This design comes from an exercise in tuning for small area, a short achievable clock period and few clock cycles on the open sky130 flow, not from production work. In this exercise RTL edits were held to simulation tests only and were not proved equivalent to the original. Power and IR drop assume default switching activity.

--- run.sh ---
#!/bin/bash
# synth_recipe.tcl (not shown) runs the flow's synth.tcl, then flattens the netlist and writes it again
# the make line also repeats each setting of config.mk as NAME=value (left out here)
make -C /OpenROAD-flow-scripts/flow DESIGN_CONFIG=/design/flow/config.mk WORK_HOME=/design/flow/orfs CLKGATE_MAP_FILE= SYNTH_SCRIPT=/design/flow/synth_recipe.tcl finish
--- config.mk ---
export PLATFORM = sky130hd
export DESIGN_NAME = hl_rx_core
export DESIGN_NICKNAME = hl_rx_core
export VERILOG_FILES = /design/flow/design.v
export SDC_FILE = /design/flow/constraint.sdc
export NUM_CORES = 4
export LEC_CHECK = 0
export CAP_MARGIN = 20
export CORE_MARGIN = 2
export CORE_UTILIZATION = 40
export PLACE_DENSITY = 0.6
export SLEW_MARGIN = 20
--- constraint.sdc ---
create_clock -name core_clock -period 10.0 [get_ports {clk}]
set_input_delay 2.0000 -clock core_clock [delete_from_list [all_inputs] [get_ports {clk}]]
set_output_delay 2.0000 -clock core_clock [all_outputs]
set_load 0.01 [all_outputs]
--- design.v ---
module hl_rx_core (
    input  wire        clk,
    input  wire        rst,           
    input  wire        cmd_valid,
    input  wire [31:0] cmd_word,
    output wire        cmd_ready,
    output reg         rsp_valid,
    output reg  [7:0]  rsp_status,
    output reg  [31:0] rsp_value,
    output reg  [7:0]  rsp_flags,
    output reg         frm_valid,
    output wire [7:0]  frm_data
);
    localparam [7:0] OP_CRC_INIT    = 8'h01;
    localparam [7:0] OP_CRC_FEED    = 8'h02;
    localparam [7:0] OP_CRC_READ    = 8'h03;
    localparam [7:0] OP_RX_START    = 8'h20;
    localparam [7:0] OP_RX_APPEND   = 8'h21;
    localparam [7:0] OP_RX_SCAN     = 8'h22;
    localparam [7:0] OP_STATUS_READ = 8'h30;
    localparam [7:0] ST_OK          = 8'd0;
    localparam [7:0] ST_RX_OVERFLOW = 8'd6;
    localparam [7:0] ST_ILLEGAL_OP  = 8'd7;
    localparam [7:0] ST_RX_DONE     = 8'd9;
    function [15:0] crc_byte;
        input [15:0] r;
        input [7:0]  b;
        integer k;
        reg [15:0] c;
        reg [7:0]  d;
        begin
            c = r;
            d = b;
            for (k = 0; k < 8; k = k + 1) begin
                if ((c[0] ^ d[0]) == 1'b1)
                    c = (c >> 1) ^ 16'hA001;
                else
                    c = c >> 1;
                d = d >> 1;
            end
            crc_byte = c;
        end
    endfunction
    function [15:0] crc_drop;
        input [7:0] b;
        begin
            crc_drop = {8'h00, b} << 4 ^ {8'h00, b} << 6 ^ {8'h00, b} << 7;
        end
    endfunction
    reg [15:0] crc_reg;
    reg [8:0]  len;                  
    reg        loop_mode;
    reg        found;
    reg        done;
    reg        rxf_present;
    reg [9:1]  err_sticky;
    reg [7:0]  bank0 [0:127];
    reg [7:0]  bank1 [0:127];
    reg        act;                  
    reg [6:0]  und;                  
    reg [15:0] rcrc;                 
    reg [1:0]  nfr;                  
    reg [7:0]  pdisc;                
    reg        busy;
    reg        eb;                   
    reg [7:0]  ecnt;                 
    assign cmd_ready = !busy;
    wire       accept = cmd_valid && !busy;
    wire [7:0] op     = cmd_word[7:0];
    wire [7:0] arg    = cmd_word[31:24];
    reg legal;
    always @(*) begin
        legal = 1'b0;
        if (cmd_word[23:8] == 16'h0000) begin
            case (op)
                OP_CRC_INIT, OP_CRC_READ, OP_RX_SCAN, OP_STATUS_READ:
                    legal = (arg == 8'h00);
                OP_CRC_FEED, OP_RX_APPEND:
                    legal = 1'b1;
                OP_RX_START:
                    legal = (arg[7:1] == 7'h00);
                default:
                    legal = 1'b0;
            endcase
        end
    end
    wire do_app  = accept && legal && op == OP_RX_APPEND && !done && len != 9'd256;
    wire [7:0] a_new  = act ? bank1[0]   : bank0[0];      
    wire [7:0] a_old  = act ? bank1[126] : bank0[126];    
    wire [15:0] rstep = crc_byte(rcrc, a_new);
    wire       full   = (und == 7'd127);
    wire       win_ok = full && ({arg, a_new} == ~rcrc);
    assign frm_data = eb ? bank1[127] : bank0[127];
    wire sh0 = (do_app && !act) || (frm_valid && !eb);
    wire sh1 = (do_app &&  act) || (frm_valid &&  eb);
    integer i;
    always @(posedge clk) begin
        if (sh0) begin
            for (i = 127; i > 0; i = i - 1) bank0[i] <= bank0[i-1];
            bank0[0] <= arg;
        end
        if (sh1) begin
            for (i = 127; i > 0; i = i - 1) bank1[i] <= bank1[i-1];
            bank1[0] <= arg;
        end
    end
    wire [31:0] status_word = {err_sticky, 1'b0, 2'b00, rxf_present, 1'b0,
                               loop_mode, done, found, len};
    wire        nz = (nfr != 2'd0);
    always @(posedge clk) begin
        if (rst) begin
            crc_reg     <= 16'h0000;
            len         <= 9'd0;
            loop_mode   <= 1'b0;
            found       <= 1'b0;
            done        <= 1'b0;
            rxf_present <= 1'b0;
            err_sticky  <= 9'h000;
            act         <= 1'b0;
            und         <= 7'd0;
            nfr         <= 2'd0;
            pdisc       <= 8'h00;
            busy        <= 1'b0;
            eb          <= 1'b0;
            ecnt        <= 8'h00;
            rsp_valid   <= 1'b0;
            rsp_status  <= 8'h00;
            rsp_value   <= 32'h0;
            rsp_flags   <= 8'h00;
            frm_valid   <= 1'b0;
        end else begin
            rsp_valid <= 1'b0;
            if (frm_valid) begin
                ecnt <= ecnt - 8'd1;
                if (ecnt == 8'd128)
                    eb <= !eb;
                if (ecnt == 8'd1) begin
                    rsp_valid <= 1'b1;
                    busy      <= 1'b0;
                end
                if (ecnt == 8'd0)
                    frm_valid <= 1'b0;
            end
            if (do_app) begin
                und <= und + 7'd1;
                if (und == 7'd0)
                    rcrc <= 16'h0000;
                else
                    rcrc <= rstep;
                if (full) begin
                    if (win_ok) begin
                        und <= 7'd0;
                        nfr <= nfr + 2'd1;
                        act <= !act;
                    end else begin
                        und   <= 7'd127;
                        pdisc <= pdisc + 8'd1;
                        rcrc  <= rstep ^ crc_drop(a_old);
                    end
                end
            end
            if (accept) begin
                rsp_valid  <= 1'b1;
                rsp_status <= ST_OK;
                rsp_value  <= 32'h0;
                rsp_flags  <= 8'h00;
                if (!legal) begin
                    rsp_status <= ST_ILLEGAL_OP;
                    rsp_value  <= cmd_word;
                    err_sticky[7] <= 1'b1;
                end else begin
                    case (op)
                    OP_CRC_INIT: crc_reg <= 16'h0000;
                    OP_CRC_FEED: crc_reg <= crc_byte(crc_reg, arg);
                    OP_CRC_READ: rsp_value <= {16'h0000, ~crc_reg};
                    OP_RX_START: begin
                        len         <= 9'd0;
                        und         <= 7'd0;
                        nfr         <= 2'd0;
                        pdisc       <= 8'h00;
                        loop_mode   <= arg[0];
                        found       <= 1'b0;
                        done        <= 1'b0;
                        rxf_present <= 1'b0;
                    end
                    OP_RX_APPEND: begin
                        if (done) begin
                            rsp_status <= ST_RX_DONE;
                            err_sticky[9] <= 1'b1;
                        end else if (len == 9'd256) begin
                            rsp_status <= ST_RX_OVERFLOW;
                            rsp_value  <= 32'd257;
                            err_sticky[6] <= 1'b1;
                        end else begin
                            len       <= len + 9'd1;
                            rsp_value <= {23'h0, len + 9'd1};
                        end
                    end
                    OP_RX_SCAN: begin
                        if (done) begin
                            rsp_status <= ST_RX_DONE;
                            err_sticky[9] <= 1'b1;
                        end else begin
                            rsp_value <= {24'h0, pdisc};
                            rsp_flags <= {6'h00, (!loop_mode && nz) | done, nz};
                            found     <= nz;
                            if (!loop_mode && nz)
                                done <= 1'b1;
                            if (nz)
                                rxf_present <= 1'b1;
                            len   <= {2'b00, und};
                            pdisc <= 8'h00;
                            nfr   <= 2'd0;
                            if (nz) begin
                                rsp_valid <= 1'b0;
                                busy      <= 1'b1;
                                frm_valid <= 1'b1;
                                eb        <= (nfr == 2'd2) ? act : !act;
                                ecnt      <= (nfr == 2'd2) ? 8'd255 : 8'd127;
                            end
                        end
                    end
                    OP_STATUS_READ: rsp_value <= status_word;
                    default: ;
                    endcase
                end
            end
        end
    end
endmodule
==> impl_metrics.py, run 1 <==
metrics = {
    "synthesis": {
        "synth.most_common_cell": "sky130_fd_sc_hd__edfxtp_1",
        "ffs_w_async_s_r_synth_pct": 0,
        "synth_xor_xnor_area_share_pct": 1.45,
        "syn_avg_cell_area_um2": 24.1,
        "mapped_area_mm2": 0.0683,
        "ys_types": 74,
        "netlist_top_cells_count": "sky130_fd_sc_hd__edfxtp_1 (2064), sky130_fd_sc_hd__nand2_1 (100), sky130_fd_sc_hd__dfxtp_1 (99), sky130_fd_sc_hd__nor2_1 (64), sky130_fd_sc_hd__xnor2_1 (61)",
        "synth-compound-area-share_pct": 1.74,
        "number_of_enable_flip_flop_cells_after_synthesis": 2064,
        "ys_top_cells_by_area": "sky130_fd_sc_hd__edfxtp_1 (91%), sky130_fd_sc_hd__dfxtp_1 (2.9%), sky130_fd_sc_hd__xnor2_1 (0.78%)",
        "share_of_the_yosys_chip_area_belonging_to_registers_pct": 93.7,
        "synth-warning-count": 3,
        "main_combinational_cell_family_by_area_after_synthesis": "simple AND/OR/NAND/NOR gates",
        "synth.mux.area_fraction_pct": 0.420,
        "cell_type_with_the_largest_total_area_after_synthesis": "sky130_fd_sc_hd__edfxtp_1",
        "synth_fa_ha_area_share_pct": 0.183,
        "netlist.area_leader.share_pct": 90.8,
        "syn_inst": 2830,
        "synth-simple-area-share_pct": 2.02,
        "most_frequently_used_flop_master_after_synthesis": "sky130_fd_sc_hd__edfxtp_1",
        "ys_seq_elements": 2163,
    },
    "worst_setup_path": {
        "worstPathRequired_ns": 10.41,
        "path_class": "input pin to flop",
        "critPathSlowestCell": "sky130_fd_sc_hd__a22o_4",
        "cells_along_the_critical_path": "clkdlybuf4s50_1 -> nor4_1 -> and4_1 -> nand2_4 -> nor4b_4 -> a22o_4 -> buf_12",
        "startpoint_type": "input pin",
        "ff2ff_path_depth": 9,
        "critPathCaptureType": "flop",
        "crit_path_max_fanout": 174,
        "timing.rr.start": "len[0]$_SDFFE_PP0P_",
        "max_stage_delay_ns": 0.77,
        "rr_endpoint": "bank0[119][0]$_DFFE_PP_",
        "cp.arrival_ns": 6.04,
        "r2r_setup_slack_ns": 5.97,
    },
    "min_path": {
        "worst_hold_stages": 0,
        "worst_hold_path_type": "flop to flop",
        "hold_path.startpoint": "bank0[81][2]$_DFFE_PP_",
        "hold_path_end": "bank0[82][2]$_DFFE_PP_",
    },
    "clock_network": {
        "cts_made_buffers": 196,
        "cts-htree-levels": 4,
        "worst_skew_pair.late_latency_ns": 0.80,
        "tritoncts": "yes",
        "clk_pin_slew_worst_paths_ns": 0.07,
        "cts_hold_buf": 0,
        "clockBufferDepth": 3,
        "tritoncts_num_sinks": 2163,
        "cts_resized": 0,
        "cts_setup_buffers": 0,
        "ctsRootBufferMaster": "sky130_fd_sc_hd__clkbuf_16",
    },
    "grt": {
        "grt_start_max_net_pins": 175,
        "grt_pass1_wl_um": 141000,
        "antenna_found_initial": 0,
        "grt_overflow": 0,
        "vias_in_the_first_global_route": 24300,
        "gr-usage-all-layers_pct": 10.5,
    },
    "finish": {
        "layout_area_growth_over_synthesis_pct": 14.4,
        "final_design_area_no_fill_mm2": 0.0781,
        "layout.filler_cells": 13700,
        "final_net_count": 3151,
        "layout-drive-gt1-share_pct": 10.5,
        "top_regs": "bank0: 1024 flops, bank1: 1024 flops, rsp_value: 32 flops",
    },
    "sta": {
        "grt_setup_unrepaired": "false",
        "setup_viol": 0,
        "final.setup_skew_ns": 0.0276,
        "final.min_clock_period_ns": 5.63,
        "final_min_period_over_clock_period_pct": 56.3,
        "worst_slew_pin_slew_ns": 1.20,
        "tns_ns": 0,
        "hold_viol_final": 0,
        "worst_slew_margin_rel_pct": 20.1,
        "final_max_slew_viol_count": 0,
        "clock.fmax_mhz": 178,
    },
    "placement": {
        "detailedPlacementHpwl_um": 48600,
        "place.gp.congestion": 0.792,
        "placement.io_buffers": 83,
        "dpl_cell_area_mm2": 0.0721,
    },
    "drt": {
        "detail_route.drc_violations": 0,
        "drt_first_iter_violations": 2714,
        "routed_wirelength_um": 92100,
        "via_per_inst": 4.63,
        "final_antenna_net_count": 0,
        "detail_route.wl_per_cell_um": 16.8,
        "drt-pass1-iter-count": 5,
        "detailroute.via_count": 25400,
    },
    "floorplanning": {
        "die_w_um": 417,
        "ios": 94,
        "initial_utilization_pct": 40.3,
        "core_mm2": 0.169,
        "floorplan.rows": 151,
        "fp.dieArea_mm2": 0.174,
        "fp.dieH_um": 417,
    },
    "power": {
        "p_total_mw": 16.8,
        "power_per_cell_area_mw_per_mm2": 216,
        "leakagePower_nw": 22.0,
        "worst_ir_drop_vdd_mv": 0.147,
    },
    "status": {
        "run_status": "complete, no violations",
    },
    "run": {
        "max_capacitance_violation_count": 0,
    },
}
per-layer routing:
layer,GRT usage [%],wire length [µm]
met4,4.01,2460
met5,0,0
met1,16.7,47200
met3,2.61,4800
met2,13.6,37600
where the power goes:
group | switching (mW) | internal [mW] | total, mW
logic | 0.0607 | 0.0454 | 0.106
registers | 0.00580 | 9.77 | 9.78
clock network | 3.11 | 3.85 | 6.96
total | 3.18 | 13.7 | 16.8
cells in the final DEF (no fill, tap or decap), types with 11 or more instances in the layout:
cell and n:
sky130_fd_sc_hd__edfxtp_1 2064, sky130_fd_sc_hd__clkbuf_16 197, sky130_fd_sc_hd__nand2_1 99, sky130_fd_sc_hd__dfxtp_1 98, sky130_fd_sc_hd__clkdlybuf4s50_1 82, sky130_fd_sc_hd__nor2_1 64
sky130_fd_sc_hd__xnor2_1 61, sky130_fd_sc_hd__clkbuf_1 55, sky130_fd_sc_hd__a21oi_1 54, sky130_fd_sc_hd__clkinv_1 45, sky130_fd_sc_hd__buf_4 30, sky130_fd_sc_hd__xor2_1 28
sky130_fd_sc_hd__clkinv_2 28, sky130_fd_sc_hd__o21ai_0 26, sky130_fd_sc_hd__nand3_1 18, sky130_fd_sc_hd__inv_1 16, sky130_fd_sc_hd__a22o_1 16, sky130_fd_sc_hd__mux2i_1 15
sky130_fd_sc_hd__nor4_1 15, sky130_fd_sc_hd__nor3_1 14, sky130_fd_sc_hd__a31oi_1 13, sky130_fd_sc_hd__a22oi_1 11
how the worst max path moves through the flow:
stage	startpoint	endpoint	slack (ns)	cells past startpoint
after floorplan	cmd_word[4]	bank0[0][0]$_DFFE_PP_	-10.28	7
after global placement	cmd_word[19]	bank1[127][1]$_DFFE_PP_	3.68	7
after detailed placement	cmd_word[11]	bank1[127][0]$_DFFE_PP_	3.60	7
after CTS	cmd_word[11]	bank1[119][1]$_DFFE_PP_	4.50	7
after global routing	cmd_word[20]	bank1[126][2]$_DFFE_PP_	4.27	7
final	cmd_word[19]	bank1[127][0]$_DFFE_PP_	4.37	7
stage by stage:
stage                     utilization (%)  cells  hold WS (ns)  worst slack, ns
after CTS                            46.1   5482         0.391             4.50
after detailed placement             42.6   5126         0.405             3.60
after global placement               42.6   5126         0.400             3.68
after floorplan                         -   2839         0.400           -10.28
after global routing                 46.1   5482         0.410             4.27
final                                46.1   5484         0.398             4.37
cell type report:
cell class / instances / area, µm² / share of cell area [%]
sequential: 2163 / 64000 / 81.9
multi-input combinational: 604 / 4080 / 5.23
inverter: 17 / 63.8 / 0.0817
antenna: 2 / 5.00 / 0.00641
clock buffer: 254 / 5160 / 6.61
timing repair buffer: 124 / 1260 / 1.62
tap: 2218 / 2780 / 3.55
clock inverter: 102 / 783 / 1.00
cells by family (layout without fill, tap and decap cells):
kind of cell,after synthesis,count (layout)
and+or+nand+nor,278,278
muxes,26,26
buffers and inverters,72,497
xor gates and xnor gates,100,100
AOI/OAI and AO/OA,180,180
adders and majority gates,10,10
other,1,12
DFF,2163,2163
critical path, delay by kind of cell:
family,cells,cell delay [ns]
and+or+nand+nor,4,1.91
AOI/OAI and AO/OA,1,0.77
buffers and inverters,2,1.07
Testbench counts, summed over its fixed seeds: cycles 51,888.
==> run 2, diff against run 1 <==
--- a/design.v
+++ b/design.v
@@ -63,7 +63,9 @@
     reg [7:0]  pdisc;                
-    reg        busy;
+    reg        app_p;
+    reg [7:0]  stg;                  
     reg        eb;                   
     reg [7:0]  ecnt;                 
-    assign cmd_ready = !busy;
-    wire       accept = cmd_valid && !busy;
+    reg        rdy;
+    assign cmd_ready = rdy;
+    wire       accept = cmd_valid && rdy;
     wire [7:0] op     = cmd_word[7:0];
@@ -87,10 +89,16 @@
     wire do_app  = accept && legal && op == OP_RX_APPEND && !done && len != 9'd256;
-    wire [7:0] a_new  = act ? bank1[0]   : bank0[0];      
-    wire [7:0] a_old  = act ? bank1[126] : bank0[126];    
-    wire [15:0] rstep = crc_byte(rcrc, a_new);
-    wire       full   = (und == 7'd127);
-    wire       win_ok = full && ({arg, a_new} == ~rcrc);
+    wire [7:0]  a_new  = act ? bank1[0]   : bank0[0];     
+    wire [7:0]  a_old  = act ? bank1[126] : bank0[126];   
+    wire [15:0] rstep  = crc_byte(rcrc, a_new);
+    wire        full   = (und == 7'd127);
+    wire        win_ok = full && ({stg, a_new} == ~rcrc);
+    wire        dec_f  = app_p && win_ok;                 
+    wire        dec_d  = app_p && full && !win_ok;        
+    wire [6:0]  und_n  = !app_p ? und : dec_f ? 7'd0 : dec_d ? 7'd127 : und + 7'd1;
+    wire [1:0]  nfr_n  = nfr + {1'b0, dec_f};
+    wire        act_n  = act ^ dec_f;
+    wire [7:0]  pdisc_n = pdisc + {7'h00, dec_d};
     assign frm_data = eb ? bank1[127] : bank0[127];
-    wire sh0 = (do_app && !act) || (frm_valid && !eb);
-    wire sh1 = (do_app &&  act) || (frm_valid &&  eb);
+    wire sh0 = (app_p && !act) || (frm_valid && !eb);
+    wire sh1 = (app_p &&  act) || (frm_valid &&  eb);
     integer i;
@@ -99,3 +107,3 @@
             for (i = 127; i > 0; i = i - 1) bank0[i] <= bank0[i-1];
-            bank0[0] <= arg;
+            bank0[0] <= stg;
         end
@@ -103,3 +111,3 @@
             for (i = 127; i > 0; i = i - 1) bank1[i] <= bank1[i-1];
-            bank1[0] <= arg;
+            bank1[0] <= stg;
         end
@@ -108,3 +116,3 @@
                                loop_mode, done, found, len};
-    wire        nz = (nfr != 2'd0);
+    wire        nz = (nfr_n != 2'd0);
     always @(posedge clk) begin
@@ -122,3 +130,4 @@
             pdisc       <= 8'h00;
-            busy        <= 1'b0;
+            rdy         <= 1'b1;
+            app_p       <= 1'b0;
             eb          <= 1'b0;
@@ -138,3 +147,3 @@
                     rsp_valid <= 1'b1;
-                    busy      <= 1'b0;
+                    rdy       <= 1'b1;
                 end
@@ -143,19 +152,16 @@
             end
-            if (do_app) begin
-                und <= und + 7'd1;
+            app_p <= do_app;
+            if (do_app)
+                stg <= arg;
+            und   <= und_n;
+            nfr   <= nfr_n;
+            act   <= act_n;
+            pdisc <= pdisc_n;
+            if (app_p) begin
                 if (und == 7'd0)
                     rcrc <= 16'h0000;
+                else if (dec_d)
+                    rcrc <= rstep ^ crc_drop(a_old);
                 else
                     rcrc <= rstep;
-                if (full) begin
-                    if (win_ok) begin
-                        und <= 7'd0;
-                        nfr <= nfr + 2'd1;
-                        act <= !act;
-                    end else begin
-                        und   <= 7'd127;
-                        pdisc <= pdisc + 8'd1;
-                        rcrc  <= rstep ^ crc_drop(a_old);
-                    end
-                end
             end
@@ -203,3 +209,3 @@
                         end else begin
-                            rsp_value <= {24'h0, pdisc};
+                            rsp_value <= {24'h0, pdisc_n};
                             rsp_flags <= {6'h00, (!loop_mode && nz) | done, nz};
@@ -210,3 +216,3 @@
                                 rxf_present <= 1'b1;
-                            len   <= {2'b00, und};
+                            len   <= {2'b00, und_n};
                             pdisc <= 8'h00;
@@ -215,6 +221,6 @@
                                 rsp_valid <= 1'b0;
-                                busy      <= 1'b1;
+                                rdy       <= 1'b0;
                                 frm_valid <= 1'b1;
-                                eb        <= (nfr == 2'd2) ? act : !act;
-                                ecnt      <= (nfr == 2'd2) ? 8'd255 : 8'd127;
+                                eb        <= (nfr_n == 2'd2) ? act_n : !act_n;
+                                ecnt      <= (nfr_n == 2'd2) ? 8'd255 : 8'd127;
                             end
--- a/config.mk
+++ b/config.mk
@@ -9,4 +9,6 @@
 export CORE_MARGIN = 2
-export CORE_UTILIZATION = 40
-export PLACE_DENSITY = 0.6
+export CORE_UTILIZATION = 60
+export CTS_CLUSTER_DIAMETER = 100
+export CTS_CLUSTER_SIZE = 30
+export PLACE_DENSITY = 0.7
 export SLEW_MARGIN = 20
==> run 2 against run 1 <==
  * Still clean
  * Sequential share of layout area rose by 5.3 points
  * Total power fell by 17%
  * First-iteration DRC count fell by 19%
  * Non-clock buffer count fell by 13
  * Sequential cell count rose by 9
  * Cell count fell by 18%
  * Die area fell by 33%
  * Sequential power barely moved
  * Maximum frequency rose by 0.75%
  * Critical path type unchanged
  * Largest cell class unchanged
  * Largest power group unchanged
  * Highest routed layer unchanged
==> impl_metrics.py, run 2 <==
metrics = {
    "clock_network": {
        "cts-htree-levels": 3,
        "cts_resized": 0,
        "clockBufferDepth": 3,
        "tritoncts_num_sinks": 2172,
        "worst_skew_pair.late_latency_ns": 0.70,
        "tritoncts": "yes",
        "clk_pin_slew_worst_paths_ns": 0.11,
        "cts_setup_buffers": 0,
        "cts_made_buffers": 83,
        "cts_hold_buf": 0,
        "ctsRootBufferMaster": "sky130_fd_sc_hd__clkbuf_16",
    },
    "finish": {
        "layout.filler_cells": 7008,
        "antenna-diode-count": 0,
        "layout-drive-gt1-share_pct": 5.53,
        "seq_area_mm2": 0.0642,
        "mostFrequentLayoutCell": "sky130_fd_sc_hd__edfxtp_1",
        "final_design_area_no_fill_mm2": 0.0736,
        "most-common-layout-cells": "sky130_fd_sc_hd__edfxtp_1 (2072), sky130_fd_sc_hd__dfxtp_1 (98), sky130_fd_sc_hd__nor2_1 (95), sky130_fd_sc_hd__clkbuf_16 (86), sky130_fd_sc_hd__clkdlybuf4s50_1 (82)",
        "layout_area_growth_over_synthesis_pct": 7.56,
        "top_regs": "bank0: 1024 flops, bank1: 1024 flops, rsp_value: 32 flops",
        "area_used_by_multi_input_combinational_logic_mm2": 0.00396,
        "final_net_count": 3020,
    },
    "drt": {
        "drt_first_iter_violations": 2199,
        "final_antenna_net_count": 0,
        "detail_route.drc_violations": 0,
        "detail_route.wl_per_cell_um": 19.5,
        "via_per_inst": 5.42,
        "routed_wirelength_um": 87800,
        "detailroute.via_count": 24400,
        "drt-pass1-iter-count": 7,
    },
    "worst_setup_path": {
        "startpoint_type": "input pin",
        "cp.arrival_ns": 6.19,
        "ff2ff_path_depth": 14,
        "timing.rr.start": "act$_SDFF_PP0_",
        "worstPathRequired_ns": 10.60,
        "r2r_setup_slack_ns": 5.74,
        "critPathCaptureType": "flop",
        "rr_endpoint": "rsp_value[6]$_SDFFE_PP0P_",
        "path_class": "input pin to flop",
        "crit_path_max_fanout": 20,
    },
    "synthesis": {
        "number_of_enable_flip_flop_cells_after_synthesis": 2072,
        "synth-warning-count": 3,
        "netlist.area_leader.share_pct": 90.9,
        "netlist_top_cells_count": "sky130_fd_sc_hd__edfxtp_1 (2072), sky130_fd_sc_hd__dfxtp_1 (100), sky130_fd_sc_hd__nor2_1 (96), sky130_fd_sc_hd__xnor2_1 (63), sky130_fd_sc_hd__a21oi_1 (48)",
        "ys_top_cells_by_area": "sky130_fd_sc_hd__edfxtp_1 (91%), sky130_fd_sc_hd__dfxtp_1 (2.9%), sky130_fd_sc_hd__xnor2_1 (0.81%)",
        "syn_avg_cell_area_um2": 24.2,
        "syn_inst": 2830,
        "synth.most_common_cell": "sky130_fd_sc_hd__edfxtp_1",
        "cell_type_with_the_largest_total_area_after_synthesis": "sky130_fd_sc_hd__edfxtp_1",
        "ys_seq_elements": 2172,
        "ffs_w_async_s_r_synth_pct": 0,
        "ys_types": 70,
        "mapped_area_mm2": 0.0684,
        "most_frequently_used_flop_master_after_synthesis": "sky130_fd_sc_hd__edfxtp_1",
        "share_of_the_yosys_chip_area_belonging_to_registers_pct": 93.8,
    },
    "sta": {
        "hold_viol_final": 0,
        "final.setup_skew_ns": 0.0273,
        "tns_ns": 0,
        "worst_slew_pin_slew_ns": 1.12,
        "grt_setup_unrepaired": "false",
        "final_max_slew_viol_count": 0,
        "worst_slew_margin_rel_pct": 24.8,
        "final.min_clock_period_ns": 5.59,
        "final_min_period_over_clock_period_pct": 55.9,
        "setup_viol": 0,
        "final.setup.worst_slack_ns": 4.41,
        "whs_ns": 0.411,
        "clock.fmax_mhz": 179,
    },
    "grt": {
        "grt_start_max_net_pins": 214,
        "antenna_found_initial": 4,
        "grt_overflow": 0,
        "gr-usage-all-layers_pct": 15.1,
        "vias_in_the_first_global_route": 23800,
        "grt_pass1_wl_um": 137000,
    },
    "floorplanning": {
        "core_mm2": 0.113,
        "fp.dieArea_mm2": 0.117,
        "initial_utilization_pct": 60.7,
        "ios": 94,
        "die_w_um": 342,
        "floorplan.rows": 123,
        "fp.dieH_um": 342,
    },
    "power": {
        "power_per_cell_area_mw_per_mm2": 189,
        "power.sequential.fraction_pct": 70.4,
        "p_sw_share_pct": 17.8,
        "switching_power_mw": 2.48,
        "leakagePower_nw": 22.2,
        "clockPowerShare_pct": 28.9,
        "p_total_mw": 13.9,
        "worst_ir_drop_vdd_mv": 0.160,
        "internal_power_mw": 11.4,
        "p_comb_share_pct": 0.6,
    },
    "min_path": {
        "hold_path_end": "bank0[12][7]$_DFFE_PP_",
        "worst_hold_path_type": "flop to flop",
        "hold_path.startpoint": "bank0[11][7]$_DFFE_PP_",
        "worst_hold_stages": 0,
    },
    "placement": {
        "detailedPlacementHpwl_um": 45400,
        "dpl_cell_area_mm2": 0.0712,
        "setup_slack_at_placement_ns": 3.78,
        "placement.io_buffers": 83,
        "place.gp.congestion": 0.820,
    },
    "status": {
        "run_status": "complete, no violations",
    },
    "run": {
        "max_capacitance_violation_count": 0,
    },
}
==> run 2: changes by cell type in the layout (fill, tap and decap cells not counted), moves of 12 or more <==
cell	change
sky130_fd_sc_hd__clkbuf_1	-37
sky130_fd_sc_hd__nor2_1	+31
sky130_fd_sc_hd__clkbuf_16	-111
sky130_fd_sc_hd__a22o_1	-16
sky130_fd_sc_hd__nand4_1	+12
sky130_fd_sc_hd__a22oi_1	+28
sky130_fd_sc_hd__buf_4	-12
sky130_fd_sc_hd__clkinv_1	-45
sky130_fd_sc_hd__nand2_1	-52
sky130_fd_sc_hd__clkinv_2	-28
==> run 2: cell families (layout without fill, tap and decap cells) <==
kind of cell	after synthesis	count (layout)	synth area share, %
DFF	2172	2172	93.8
and+or+nand+nor	272	272	2.02
AOI/OAI and AO/OA	174	174	1.73
xor gates and xnor gates	100	100	1.30
buffers and inverters	73	236	0.492
muxes	28	28	0.430
adders and majority gates	10	10	0.183
other	1	10	0.00548
==> run 2: layout make-up <==
cell class	instances	area share, %
repair buffers	111	1.58
clock buffers	104	3.02
clock inverters	8	0.156
flip-flops and latches	2172	87.2
inverters	13	0.0697
multi-input cells	594	5.38
well taps	1500	2.55
==> run 2: power by group through the flow <==
stage | Combinational [mW] | Clock, mW | Sequential (mW)
final | 0.0886 | 4.03 | 9.80
after global routing | 0.0956 | 4.47 | 9.81
after CTS | 0.0882 | 4.19 | 9.80
after global placement | 0.0859 | 0 | 10.0
after detailed placement | 0.0876 | 0 | 10.0
after floorplan | 0.0433 | 0 | 10.0
==> run 2: layer usage <==
layer / up-vias / wire length (µm) / global-route usage (%)
met4: 0 / 2450 / 4.76
li1: 11300 / - / -
met2: 430 / 39500 / 22.3
met3: 157 / 3840 / 3.09
met5: - / 0 / 0
met1: 12500 / 42000 / 23.2
==> run 2: stage by stage <==
step / instances / util [%]
2_1_floorplan: 2839 / -
3_3_place_gp: 4387 / 63.1
3_5_place_dp: 4387 / 63.1
4_1_cts: 4499 / 65.2
5_1_grt: 4502 / 65.3
6_report: 4502 / 65.3
==> run 2: worst max path at each step <==
stage	startpoint	to	slack, ns	depth (start not counted)
after floorplan	frm_valid$_SDFF_PP0_	bank0[0][0]$_DFFE_PP_	-7.81	3
after global placement	cmd_word[1]	len[4]$_SDFFE_PP0P_	3.89	7
after detailed placement	cmd_word[1]	len[4]$_SDFFE_PP0P_	3.78	7
after CTS	cmd_word[1]	len[4]$_SDFFE_PP0P_	4.56	7
after global routing	cmd_word[1]	rsp_value[8]$_SDFFE_PP0P_	4.10	8
final	cmd_word[1]	len[4]$_SDFFE_PP0P_	4.41	7
==> run 2: critical path: stages <==
cell and delay [ns]:
sky130_fd_sc_hd__clkdlybuf4s50_1 0.68, sky130_fd_sc_hd__nor4_1 0.65, sky130_fd_sc_hd__nand3_1 0.68, sky130_fd_sc_hd__a311o_1 0.57
sky130_fd_sc_hd__a211oi_2 0.80, sky130_fd_sc_hd__or4b_1 0.58, sky130_fd_sc_hd__o22ai_1 0.21
Testbench counts of run 2, summed over its fixed seeds: cycles 51,888.
==> run 3, diff against run 2 <==
--- a/config.mk
+++ b/config.mk
@@ -7,3 +7,3 @@
 export LEC_CHECK = 0
-export CAP_MARGIN = 20
+export CAP_MARGIN = 50
 export CORE_MARGIN = 2
@@ -13,2 +13,3 @@
 export PLACE_DENSITY = 0.7
-export SLEW_MARGIN = 20
+export SETUP_SLACK_MARGIN = 5
+export SLEW_MARGIN = 70
==> run 3 against run 2 <==
  * Still clean on timing, DRC and antenna
  * Clock power barely moved
  * Worst hold slack better by 0.0027 ns
  * Wire length rose by 6.4%
  * Cell area grew 1.8%
  * Critical path type unchanged
  * Critical endpoint is now len[2]$_SDFFE_PP0P_
==> impl_metrics.py, run 3 <==
metrics = {
    "synthesis": {
        "number_of_enable_flip_flop_cells_after_synthesis": 2072,
        "synth.mux.area_fraction_pct": 0.430,
        "synth-simple-area-share_pct": 2.02,
        "cell_type_with_the_largest_total_area_after_synthesis": "sky130_fd_sc_hd__edfxtp_1",
        "synth_fa_ha_area_share_pct": 0.183,
        "ys_types": 70,
        "ys_seq_elements": 2172,
        "ffs_w_async_s_r_synth_pct": 0,
        "synth.most_common_cell": "sky130_fd_sc_hd__edfxtp_1",
        "synth-compound-area-share_pct": 1.73,
        "mapped_area_mm2": 0.0684,
        "netlist.area_leader.share_pct": 90.9,
        "syn_inst": 2830,
        "synth_xor_xnor_area_share_pct": 1.30,
        "most_frequently_used_flop_master_after_synthesis": "sky130_fd_sc_hd__edfxtp_1",
        "synth-warning-count": 3,
        "ys_top_cells_by_area": "sky130_fd_sc_hd__edfxtp_1 (91%), sky130_fd_sc_hd__dfxtp_1 (2.9%), sky130_fd_sc_hd__xnor2_1 (0.81%)",
        "main_combinational_cell_family_by_area_after_synthesis": "simple AND/OR/NAND/NOR gates",
        "syn_avg_cell_area_um2": 24.2,
        "share_of_the_yosys_chip_area_belonging_to_registers_pct": 93.8,
        "netlist_top_cells_count": "sky130_fd_sc_hd__edfxtp_1 (2072), sky130_fd_sc_hd__dfxtp_1 (100), sky130_fd_sc_hd__nor2_1 (96), sky130_fd_sc_hd__xnor2_1 (63), sky130_fd_sc_hd__a21oi_1 (48)",
    },
    "min_path": {
        "worst_hold_path_type": "flop to flop",
        "worst_hold_stages": 0,
    },
    "drt": {
        "detailroute.via_count": 24900,
        "via_per_inst": 5.45,
        "drt-pass1-iter-count": 6,
        "final_antenna_net_count": 0,
        "drt_first_iter_violations": 2122,
        "detail_route.wl_per_cell_um": 20.5,
        "detail_route.drc_violations": 0,
        "routed_wirelength_um": 93500,
    },
    "clock_network": {
        "tritoncts_num_sinks": 2172,
        "worst_skew_pair.late_latency_ns": 0.69,
        "cts-htree-levels": 3,
        "clk_pin_slew_worst_paths_ns": 0.11,
        "cts_setup_buffers": 0,
        "cts_hold_buf": 0,
        "cts_resized": 0,
        "tritoncts": "yes",
        "clockBufferDepth": 3,
        "cts_made_buffers": 83,
        "ctsRootBufferMaster": "sky130_fd_sc_hd__clkbuf_16",
    },
    "worst_setup_path": {
        "critPathSlowestCell": "sky130_fd_sc_hd__clkdlybuf4s50_1",
        "cells_along_the_critical_path": "clkdlybuf4s50_1 -> nor4_2 -> buf_1 -> nand3_4 -> a311o_1 -> a211oi_4 -> buf_2 -> or4b_1 -> a21oi_1",
        "critPathCaptureType": "flop",
        "startpoint_type": "input pin",
        "max_stage_delay_ns": 0.51,
        "crit_path_max_fanout": 20,
        "ff2ff_path_depth": 14,
        "worstPathRequired_ns": 10.64,
        "cp.arrival_ns": 5.07,
        "path_class": "input pin to flop",
    },
    "floorplanning": {
        "ios": 94,
        "fp.dieH_um": 342,
        "initial_utilization_pct": 60.7,
        "core_mm2": 0.113,
        "die_w_um": 342,
        "floorplan.rows": 123,
        "fp.dieArea_mm2": 0.117,
    },
    "placement": {
        "place.gp.congestion": 0.826,
        "setup_slack_at_placement_ns": 4.67,
        "dpl_cell_area_mm2": 0.0725,
        "detailedPlacementHpwl_um": 50700,
        "dp.cells": 4445,
        "placement.io_buffers": 83,
    },
    "run": {
        "max_capacitance_violation_count": 0,
    },
    "sta": {
        "final_max_slew_viol_count": 0,
        "setup_viol": 0,
        "clock.fmax_mhz": 226,
        "final_min_period_over_clock_period_pct": 44.3,
        "final.setup_skew_ns": 0.0305,
        "hold_viol_final": 0,
        "final.min_clock_period_ns": 4.43,
        "grt_setup_unrepaired": "false",
        "final.setup.worst_slack_ns": 5.57,
        "tns_ns": 0,
    },
    "grt": {
        "vias_in_the_first_global_route": 24700,
        "grt_start_max_net_pins": 67,
        "grt_overflow": 0,
        "gr-usage-all-layers_pct": 16.0,
        "antenna_found_initial": 1,
        "grt_pass1_wl_um": 145000,
    },
    "finish": {
        "layout.filler_cells": 6811,
        "layout-drive-gt1-share_pct": 8.33,
        "final_net_count": 3080,
        "final_cells": 4561,
        "final_design_area_no_fill_mm2": 0.0749,
        "layout_area_growth_over_synthesis_pct": 9.50,
        "mostFrequentLayoutCell": "sky130_fd_sc_hd__edfxtp_1",
        "top_regs": "bank0: 1024 flops, bank1: 1024 flops, rsp_value: 32 flops",
        "most-common-layout-cells": "sky130_fd_sc_hd__edfxtp_1 (2072), sky130_fd_sc_hd__dfxtp_1 (95), sky130_fd_sc_hd__nor2_1 (93), sky130_fd_sc_hd__clkbuf_16 (85), sky130_fd_sc_hd__clkdlybuf4s50_1 (80)",
        "antenna-diode-count": 0,
    },
    "power": {
        "leakagePower_nw": 22.8,
        "power_per_cell_area_mw_per_mm2": 186,
        "worst_ir_drop_vdd_mv": 0.137,
        "p_total_mw": 13.9,
    },
    "status": {
        "run_status": "complete, no violations",
    },
}
==> run 3: area by class of cell <==
| cell class | count | area [µm²] | share of cell area [%] |
|---|---|---|---|
| Timing Repair Buffer | 171 | 2290 | 3.05 |
| Tap cell | 1500 | 1880 | 2.50 |
| Multi-Input combinational cell | 594 | 4220 | 5.63 |
| Inverter | 13 | 51.3 | 0.0685 |
| Clock buffer | 104 | 2200 | 2.93 |
| Clock inverter | 7 | 78.8 | 0.105 |
| Sequential cell | 2172 | 64200 | 85.7 |
==> run 3: cell families (layout without fill, tap and decap cells) <==
logic type                 count (synthesis)  count (layout)
xor gates and xnor gates                 100             100
other                                      1              10
buffers and inverters                     73             295
and+or+nand+nor                          272             272
muxes                                     28              28
adders and majority gates                 10              10
DFF                                     2172            2172
AOI/OAI and AO/OA                        174             174
==> run 3: path summary, 6_finish.rpt <==
path,start,end,slack (ns)
setup / recovery,cmd_word[7],len[2]$_SDFFE_PP0P_,5.57
hold / removal,bank0[85][7]$_DFFE_PP_,bank0[86][7]$_DFFE_PP_,0.41
setup reg to reg,act$_SDFF_PP0_,rsp_value[6]$_SDFFE_PP0P_,6.09
hold reg to reg,bank0[85][7]$_DFFE_PP_,bank0[86][7]$_DFFE_PP_,0.41
==> run 3: per-stage QoR <==
step,hold WS (ns),utilization (%)
finish,0.414,66.4
floorplan,0.400,-
detailed placement,0.405,64.3
global placement,0.402,63.1
CTS,0.419,66.3
global route,0.431,66.4
==> run 3: critical path: cells and delay by family <==
kind	cells	cell delay (ns)
buffers and inverters	3	0.99
and+or+nand+nor	3	1.08
AOI/OAI and AO/OA	3	1.00
==> run 3: where the power goes <==
part           leakage, nW  internal, mW  total (mW)  switching, mW
combinational         2.23        0.0425      0.0928         0.0504
sequential            19.4          9.80        9.80        0.00629
clock                 1.10          1.58        4.02           2.43
total                 22.8          11.4        13.9           2.49
==> run 3: metal layers <==
metal	vias up	global-route usage (%)	wire, µm
li1	11500	-	-
met3	131	2.31	3900
met1	12800	24.6	44100
met2	437	24.7	43700
met5	-	0	0
met4	0	4.23	1760
==> run 4, diff against run 3 <==
==> config.mk (replaced) <==
export PLATFORM = sky130hd
export DESIGN_NAME = hl_rx_core
export DESIGN_NICKNAME = hl_rx_core
export VERILOG_FILES = /design/flow/design.v
export SDC_FILE = /design/flow/constraint.sdc
export NUM_CORES = 4
export LEC_CHECK = 0
export CAP_MARGIN = 20
export CORE_MARGIN = 2
export CORE_UTILIZATION = 40
export PLACE_DENSITY = 0.6
export SLEW_MARGIN = 20
==> run 4 against run 3 <==
  * Still clean on timing, DRC and antenna
  * Sequential cell count did not move
  * Via count rose by 1.7%
  * Non-clock buffer count fell by 58
  * Count of clock-buffer cells in the layout rose by 127
  * Sequential power barely moved
  * Clock power rose by 79%
  * Cell count rose by 20%
  * Synthesized cell count did not move
  * Sequential share of layout area fell by 3.8 points
  * Cell area rose by 4.6%
  * Maximum frequency fell by 21%
  * Worst hold slack got worse by 0.020 ns
  * Critical path type unchanged
  * Critical endpoint is now len[3]$_SDFFE_PP0P_
==> impl_metrics.py, run 4 <==
metrics = {
    "status": {
        "run_status": "complete, no violations",
    },
    "finish": {
        "seq_area_mm2": 0.0642,
        "layout-drive-gt1-share_pct": 10.9,
        "final_design_area_no_fill_mm2": 0.0784,
        "layout_area_growth_over_synthesis_pct": 14.5,
        "final_cells": 5475,
        "most-common-layout-cells": "sky130_fd_sc_hd__edfxtp_1 (2072), sky130_fd_sc_hd__clkbuf_16 (198), sky130_fd_sc_hd__dfxtp_1 (98), sky130_fd_sc_hd__nor2_1 (96), sky130_fd_sc_hd__clkdlybuf4s50_1 (82)",
        "layout.filler_cells": 13800,
        "mostFrequentLayoutCell": "sky130_fd_sc_hd__edfxtp_1",
        "final_net_count": 3137,
        "area_used_by_multi_input_combinational_logic_mm2": 0.00394,
        "top_regs": "bank0: 1024 flops, bank1: 1024 flops, rsp_value: 32 flops",
    },
    "drt": {
        "detailroute.via_count": 25300,
        "routed_wirelength_um": 89700,
        "drt-pass1-iter-count": 5,
        "final_antenna_net_count": 0,
        "detail_route.wl_per_cell_um": 16.4,
        "drt_first_iter_violations": 2606,
        "detail_route.drc_violations": 0,
        "via_per_inst": 4.62,
    },
    "sta": {
        "setup_viol": 0,
        "final.setup_skew_ns": 0.0334,
        "final.setup.worst_slack_ns": 4.40,
        "grt_setup_unrepaired": "false",
        "worst_slew_margin_rel_pct": 25.0,
        "whs_ns": 0.394,
        "clock.fmax_mhz": 179,
        "final_min_period_over_clock_period_pct": 56.0,
        "hold_viol_final": 0,
        "worst_slew_pin_slew_ns": 1.13,
        "final_max_slew_viol_count": 0,
        "final.min_clock_period_ns": 5.60,
        "tns_ns": 0,
    },
    "grt": {
        "gr-usage-all-layers_pct": 10.3,
        "antenna_found_initial": 3,
        "grt_overflow": 0,
        "grt_pass1_wl_um": 142000,
        "vias_in_the_first_global_route": 24600,
        "grt_start_max_net_pins": 205,
    },
    "clock_network": {
        "clk_pin_slew_worst_paths_ns": 0.06,
        "clockBufferDepth": 3,
        "cts_made_buffers": 198,
        "cts-htree-levels": 4,
        "cts_setup_buffers": 0,
        "ctsRootBufferMaster": "sky130_fd_sc_hd__clkbuf_16",
        "cts_resized": 0,
        "worst_skew_pair.late_latency_ns": 0.80,
        "tritoncts": "yes",
        "tritoncts_num_sinks": 2172,
        "cts_hold_buf": 0,
    },
    "synthesis": {
        "mapped_area_mm2": 0.0684,
        "netlist.area_leader.share_pct": 90.9,
        "synth.mux.area_fraction_pct": 0.430,
        "synth.most_common_cell": "sky130_fd_sc_hd__edfxtp_1",
        "synth_xor_xnor_area_share_pct": 1.30,
        "ffs_w_async_s_r_synth_pct": 0,
        "number_of_enable_flip_flop_cells_after_synthesis": 2072,
        "main_combinational_cell_family_by_area_after_synthesis": "simple AND/OR/NAND/NOR gates",
        "synth_fa_ha_area_share_pct": 0.183,
        "syn_inst": 2830,
        "ys_types": 70,
        "cell_type_with_the_largest_total_area_after_synthesis": "sky130_fd_sc_hd__edfxtp_1",
        "synth-warning-count": 3,
        "ys_seq_elements": 2172,
        "netlist_top_cells_count": "sky130_fd_sc_hd__edfxtp_1 (2072), sky130_fd_sc_hd__dfxtp_1 (100), sky130_fd_sc_hd__nor2_1 (96), sky130_fd_sc_hd__xnor2_1 (63), sky130_fd_sc_hd__a21oi_1 (48)",
        "share_of_the_yosys_chip_area_belonging_to_registers_pct": 93.8,
        "syn_avg_cell_area_um2": 24.2,
        "ys_top_cells_by_area": "sky130_fd_sc_hd__edfxtp_1 (91%), sky130_fd_sc_hd__dfxtp_1 (2.9%), sky130_fd_sc_hd__xnor2_1 (0.81%)",
        "most_frequently_used_flop_master_after_synthesis": "sky130_fd_sc_hd__edfxtp_1",
        "synth-compound-area-share_pct": 1.73,
        "synth-simple-area-share_pct": 2.02,
    },
    "placement": {
        "place.gp.congestion": 0.788,
        "placement.io_buffers": 83,
        "dpl_cell_area_mm2": 0.0721,
        "dp.cells": 5109,
        "detailedPlacementHpwl_um": 44500,
        "setup_slack_at_placement_ns": 3.70,
    },
    "floorplanning": {
        "die_w_um": 418,
        "fp.dieH_um": 418,
        "ios": 94,
        "fp.dieArea_mm2": 0.174,
        "core_mm2": 0.170,
        "initial_utilization_pct": 40.3,
        "floorplan.rows": 151,
    },
    "worst_setup_path": {
        "path_class": "input pin to flop",
        "critPathCaptureType": "flop",
        "startpoint_type": "input pin",
        "r2r_setup_slack_ns": 5.63,
        "crit_path_max_fanout": 20,
        "worstPathRequired_ns": 10.70,
        "cp.arrival_ns": 6.30,
    },
    "power": {
        "power_per_cell_area_mw_per_mm2": 218,
        "leakagePower_nw": 24.2,
        "worst_ir_drop_vdd_mv": 0.145,
    },
    "min_path": {
        "worst_hold_path_type": "flop to flop",
    },
    "run": {
        "max_capacitance_violation_count": 0,
    },
}
-- run 4: cell counts after synthesis --
Identical to the previous run, type by type.
-- run 4: critical path, cell delays in order --
cell and delay, ns:
sky130_fd_sc_hd__clkdlybuf4s50_1 0.67, sky130_fd_sc_hd__nor4_1 0.70, sky130_fd_sc_hd__nand3_1 0.73, sky130_fd_sc_hd__a311o_1 0.58
sky130_fd_sc_hd__a211oi_2 0.85, sky130_fd_sc_hd__or4b_1 0.58, sky130_fd_sc_hd__o22ai_1 0.19
-- run 4: final cells by class --
type	instances	share of cell area, %
repair buffers	113	1.48
clock inverters	133	1.48
diodes	1	0.00319
clock buffers	231	6.48
multi-input cells	594	5.03
well taps	2218	3.54
flip-flops and latches	2172	81.9
inverters	13	0.0654
-- run 4: power breakdown --
part / internal (mW) / total, mW / switching, mW
clock: 3.97 / 7.19 / 3.22
sequential: 9.81 / 9.82 / 0.00520
combinational: 0.0409 / 0.0886 / 0.0476
-- run 4: stage by stage --
step / util (%) / power, mW
after floorplan: - / 10.1
after global placement: 42.5 / 10.1
after detailed placement: 42.5 / 10.1
after CTS: 46.2 / 17.4
after global routing: 46.2 / 17.7
final: 46.2 / 17.1
-- run 4: metal layers --
| metal | GRT usage, % | part of all wire, % |
|---|---|---|
| met5 | 0 | 0 |
| met4 | 4.31 | 2.8 |
| met3 | 2.85 | 5.4 |
| met2 | 12.9 | 40 |
| met1 | 16.5 | 52 |
-- run 4: path summary, 6_finish.rpt --
check	start	end	cells past startpoint
worst max register to register	act$_SDFF_PP0_	rsp_value[6]$_SDFFE_PP0P_	14
worst max-delay path	cmd_word[1]	len[3]$_SDFFE_PP0P_	7
worst min register to register	bank1[74][2]$_DFFE_PP_	bank1[75][2]$_DFFE_PP_	0
worst min-delay path	bank1[74][2]$_DFFE_PP_	bank1[75][2]$_DFFE_PP_	0
-- run 4: logic make-up after synthesis --
| logic type | Yosys count |
|---|---|
| AO/OA/AOI/OAI | 174 |
| other | 1 |
| adder cells (fa/ha/maj) | 10 |
| multiplexers | 28 |
| buffers and inverters | 73 |
| XOR/XNOR | 100 |
| AND/OR/NAND/NOR | 272 |
| flip-flops | 2172 |

[re-timing with driven ports]
The flow's constraints put no driver on any port. The routed layouts listed below were extracted and timed again, unchanged, in two steps.
Step 1: set_driving_cell puts a clkbuf_16 on clk and a buf_2 on each other input, an assumption about the parent block.
Step 2 also shifts input and output timing later by t, the mid clock arrival at the registers, as if the neighbouring blocks saw the same clock.
Three values: ideal, step 1, step 2; two values: the first two.
run	t (ns)	setup WS [ns]	worst register clock-pin slew, ns	worst data-port slew with drivers (ns)
run 1	0.863	4.368 / 4.415 / 3.552	0.08 / 0.08	0.10
run 2	0.754	4.410 / 4.460 / 3.705	0.12 / 0.12	0.04
run 3	0.745	5.572 / 5.618 / 4.873	0.11 / 0.11	0.05
run 4	0.868	4.400 / 4.459 / 3.591	0.07 / 0.07	0.04
After both steps every run listed still meets setup and hold. The setup slack of run 1, which loses most, moves by +0.047 ns with the drivers and by -0.816 ns with both steps.
